This design comes from an exercise in tuning for small area on the open sky130 flow, not from production work.
At most, simulation tests tie the RTL to the original design; equivalence was not proved.
The flow treats the clock pin as an ideal source, which a real chip does not have.
Power figures rest on the tool's default switching activity, not on a simulated workload.

==> flow/design.v <==
module lmp_rx #(
    parameter T_GUARD = 40,
    parameter T_BIT   = 24,
    parameter CNT_W   = 16
) (
    input  wire             clk,
    input  wire             rst,
    input  wire             line_in,
    input  wire             rpt_ack,
    output wire             busy,
    output wire             out_valid,
    output wire             out_err,
    output wire [1:0]       out_code,
    output wire             out_type,
    output wire [15:0]      out_payload,
    output wire             out_parity,
    output wire [CNT_W-1:0] out_old,
    output wire [CNT_W-1:0] cnt_out
);
    localparam [4:0] T_A = 5'b00111;
    localparam [4:0] T_B = 5'b00110;
    localparam [4:0] S_0    = 5'b10101;
    localparam [4:0] S_IDLE = 5'b11111;
    reg [4:0]  tmr;
    reg [4:0]  step;
    reg [17:0] sr;
    reg        rp;
    reg [15:0] o_pay;
    reg [15:0] o_old;
    reg        o_type;
    reg        o_par;
    reg        o_perr;
    reg        fresh;
    wire wrap    = ~tmr[0] & tmr[1] & ~tmr[2] & ~tmr[4];      
    wire st1     = step[1] & ~step[2] & step[3];              
    wire st_skip = step[2] & ~step[3] & step[4];              
    wire st_dec  = ~step[0] & step[1] & step[4];              
    wire st_rpt  = step[0] & ~step[1] & step[2] & ~step[4];   
    wire st_idle = step[0] & step[1] & step[3];               
    wire rx      = ~st_idle & ~st_rpt;
    wire tick    = rx & wrap;
    wire sample  = tick & ~st_skip & ~st_dec;
    wire decode  = tick & st_dec;
    wire        selp  = ~o_perr & o_type;
    wire        cin   = ~o_perr & ~o_type & ~fresh;
    wire [15:0] diff  = o_pay ^ o_old;
    wire        match = ~|diff;
    wire [16:0] carry;
    assign carry[0] = cin;
    genvar gi;
    generate
        for (gi = 0; gi < 16; gi = gi + 1) begin : g_cnt
            assign carry[gi+1] = carry[gi] & o_old[gi];
        end
    endgenerate
    wire [15:0] cnt = o_old ^ (({16{selp}} & diff) | carry[15:0]);
    always @(posedge clk) begin
        if (!rx)
            tmr <= T_B;
        else if (wrap)
            tmr <= st1 ? T_B : T_A;
        else
            tmr <= {tmr[3:0], ~(tmr[4] ^ tmr[1])};
        if (rst || (st_rpt && rpt_ack))
            step <= S_IDLE;
        else if (st_idle && line_in)
            step <= S_0;
        else if (tick)
            step <= {step[3:0], ~(step[4] ^ step[1])};
        if (sample) begin
            sr <= {line_in, sr[17:1]};
            rp <= ~st1 & (rp ^ line_in);
        end
        if (rst) begin
            o_pay  <= 16'd0;
            o_old  <= 16'd0;
            o_type <= 1'b0;
            o_par  <= 1'b0;
            o_perr <= 1'b0;
            fresh  <= 1'b1;
        end else if (decode) begin
            o_pay  <= sr[16:1];
            o_old  <= cnt;
            o_type <= sr[0];
            o_par  <= sr[17];
            o_perr <= rp;
            fresh  <= 1'b0;
        end
    end
    assign busy        = ~st_idle;
    assign out_valid   = st_rpt;
    assign out_code    = {o_perr | (o_type & ~match), o_perr | (o_type & match)};
    assign out_err     = out_code[1];
    assign out_type    = o_type;
    assign out_payload = o_pay;
    assign out_parity  = o_par;
    assign out_old     = o_old;
    assign cnt_out     = cnt;
endmodule
export LEC_CHECK = 0
export CAP_MARGIN = 0
export CORE_MARGIN = 2
export CORE_UTILIZATION = 65
export PLACE_DENSITY = 0.8
export SLEW_MARGIN = 0
create_clock -name core_clock -period 10.0 [get_ports {clk}]
standard.sh (not shown) runs the stock make flow with config.mk's settings and CLKGATE_MAP_FILE= SYNTH_SCRIPT=/design/flow/synth_recipe.tcl, a recipe that flattens the netlist after the stock synthesis.
==> flow/flow/run.sh <==
#!/bin/bash
# The standard layout flow with these changes:
#  - synthesis is the standard one (same script, fsm/share skipped, same
#    flattening and renaming, same registers) except that ABC maps the
#    combinational logic with an area-oriented script (flow/area.abc);
#  - the port buffers are the smallest buffer (buf_1);
#  - the clock tree is built by flow/clktree.tcl (four clkbuf_8, each
#    driving a quarter of the flip-flops) before CTS; CTS, given the same buffer, then adds nothing.
set -uo pipefail
export MY_ABC_SCRIPT=$PWD/flow/area.abc
bash standard.sh \
  SYNTH_SCRIPT=$PWD/flow/synth.tcl \
  BUFFER_PORTS_ARGS="-buffer_cell sky130_fd_sc_hd__buf_1" \
  PRE_CTS_TCL=$PWD/flow/clktree.tcl \
  CTS_ARGS="-sink_clustering_enable -repair_clock_nets -dont_use_dummy_load -buf_list sky130_fd_sc_hd__clkbuf_8" \
  finish > standard.log 2>&1
Other scripts of this flow, unchanged in this note and not shown: flow/flow/area.abc, flow/flow/clktree.tcl, flow/flow/synth.tcl
==> next run, changes <==
--- a/flow/design.v
+++ b/flow/design.v
@@ -17,12 +17,12 @@
     output wire [CNT_W-1:0] out_old,
     output wire [CNT_W-1:0] cnt_out
 );
     localparam [4:0] T_A = 5'b00111;
     localparam [4:0] T_B = 5'b00110;
-    localparam [4:0] S_0    = 5'b10101;
-    localparam [4:0] S_IDLE = 5'b11111;
+    localparam [4:0] S_0 = 5'b10101;
+    reg        busy_r;
     reg [4:0]  tmr;
     reg [4:0]  step;
     reg [17:0] sr;
     reg        rp;
     reg [15:0] o_pay;
@@ -34,15 +34,15 @@
     wire wrap    = ~tmr[0] & tmr[1] & ~tmr[2] & ~tmr[4];      
     wire st1     = step[1] & ~step[2] & step[3];              
     wire st_skip = step[2] & ~step[3] & step[4];              
     wire st_dec  = ~step[0] & step[1] & step[4];              
     wire st_rpt  = step[0] & ~step[1] & step[2] & ~step[4];   
-    wire st_idle = step[0] & step[1] & step[3];               
-    wire rx      = ~st_idle & ~st_rpt;
+    wire rx      = busy_r & ~st_rpt;
     wire tick    = rx & wrap;
-    wire sample  = tick & ~st_skip & ~st_dec;
+    wire sample  = tick & ~st_skip;      
     wire decode  = tick & st_dec;
+    wire ack_rel = st_rpt & rpt_ack;
     wire        selp  = ~o_perr & o_type;
     wire        cin   = ~o_perr & ~o_type & ~fresh;
     wire [15:0] diff  = o_pay ^ o_old;
     wire        match = ~|diff;
     wire [16:0] carry;
@@ -59,20 +59,24 @@
             tmr <= T_B;
         else if (wrap)
             tmr <= st1 ? T_B : T_A;
         else
             tmr <= {tmr[3:0], ~(tmr[4] ^ tmr[1])};
-        if (rst || (st_rpt && rpt_ack))
-            step <= S_IDLE;
-        else if (st_idle && line_in)
+        if (!busy_r)
             step <= S_0;
         else if (tick)
             step <= {step[3:0], ~(step[4] ^ step[1])};
         if (sample) begin
             sr <= {line_in, sr[17:1]};
             rp <= ~st1 & (rp ^ line_in);
         end
+        if (rst)
+            busy_r <= 1'b0;
+        else if (!busy_r)
+            busy_r <= line_in;
+        else if (ack_rel)
+            busy_r <= 1'b0;
         if (rst) begin
             o_pay  <= 16'd0;
             o_old  <= 16'd0;
             o_type <= 1'b0;
             o_par  <= 1'b0;
@@ -85,12 +89,12 @@
             o_par  <= sr[17];
             o_perr <= rp;
             fresh  <= 1'b0;
         end
     end
-    assign busy        = ~st_idle;
-    assign out_valid   = st_rpt;
+    assign busy        = busy_r;
+    assign out_valid   = busy_r & st_rpt;
     assign out_code    = {o_perr | (o_type & ~match), o_perr | (o_type & match)};
     assign out_err     = out_code[1];
     assign out_type    = o_type;
     assign out_payload = o_pay;
     assign out_parity  = o_par;
Critical path depth rose by 1; worst setup slack got worse by 0.083 ns; cell area goes down slightly; sequential cell count rose by 1; clock power grows by a few percent; routed wire length came out lower slightly; global-route usage drops by 1.0 points; power drops by roughly a tenth; cell count drops slightly; area after synthesis decreases slightly; core utilization falls by 0.60 points; via count is lower by a few percent; die area drops slightly; first-iteration DRC count shrinks by well over a third.
Function not checked in the first run of this note: the RTL went through the layout flow alone.

-- static timing again, ports no longer ideal --
Ports are ideal in the flow. The routed layouts listed here were re-timed in OpenROAD.
Step 1: set_driving_cell puts a clkbuf_16 on clk and a buf_2 on each other input, an assumption about the parent block.
Step 2 times the ports against the registers' clock, not the clock port: input delays grow and output delays shrink by t, the midpoint of the rising clock arrivals with the driver on.
Three values: ideal ports, drivers, drivers and shift; two values: the first two.
| run | t, ns | setup slack, ns | worst hold slack (ns) | clock arrival spread, ns |
|---|---|---|---|---|
| the first run | 0.206 | 4.412 / 4.357 / 4.563 | 0.444 / 0.444 / 0.444 | 0.014 / 0.015 |
| the second run | 0.213 | 4.328 / 4.273 / 4.486 | 0.456 / 0.456 / 0.456 | 0.011 / 0.010 |
After both steps setup and hold are still met in every run listed.
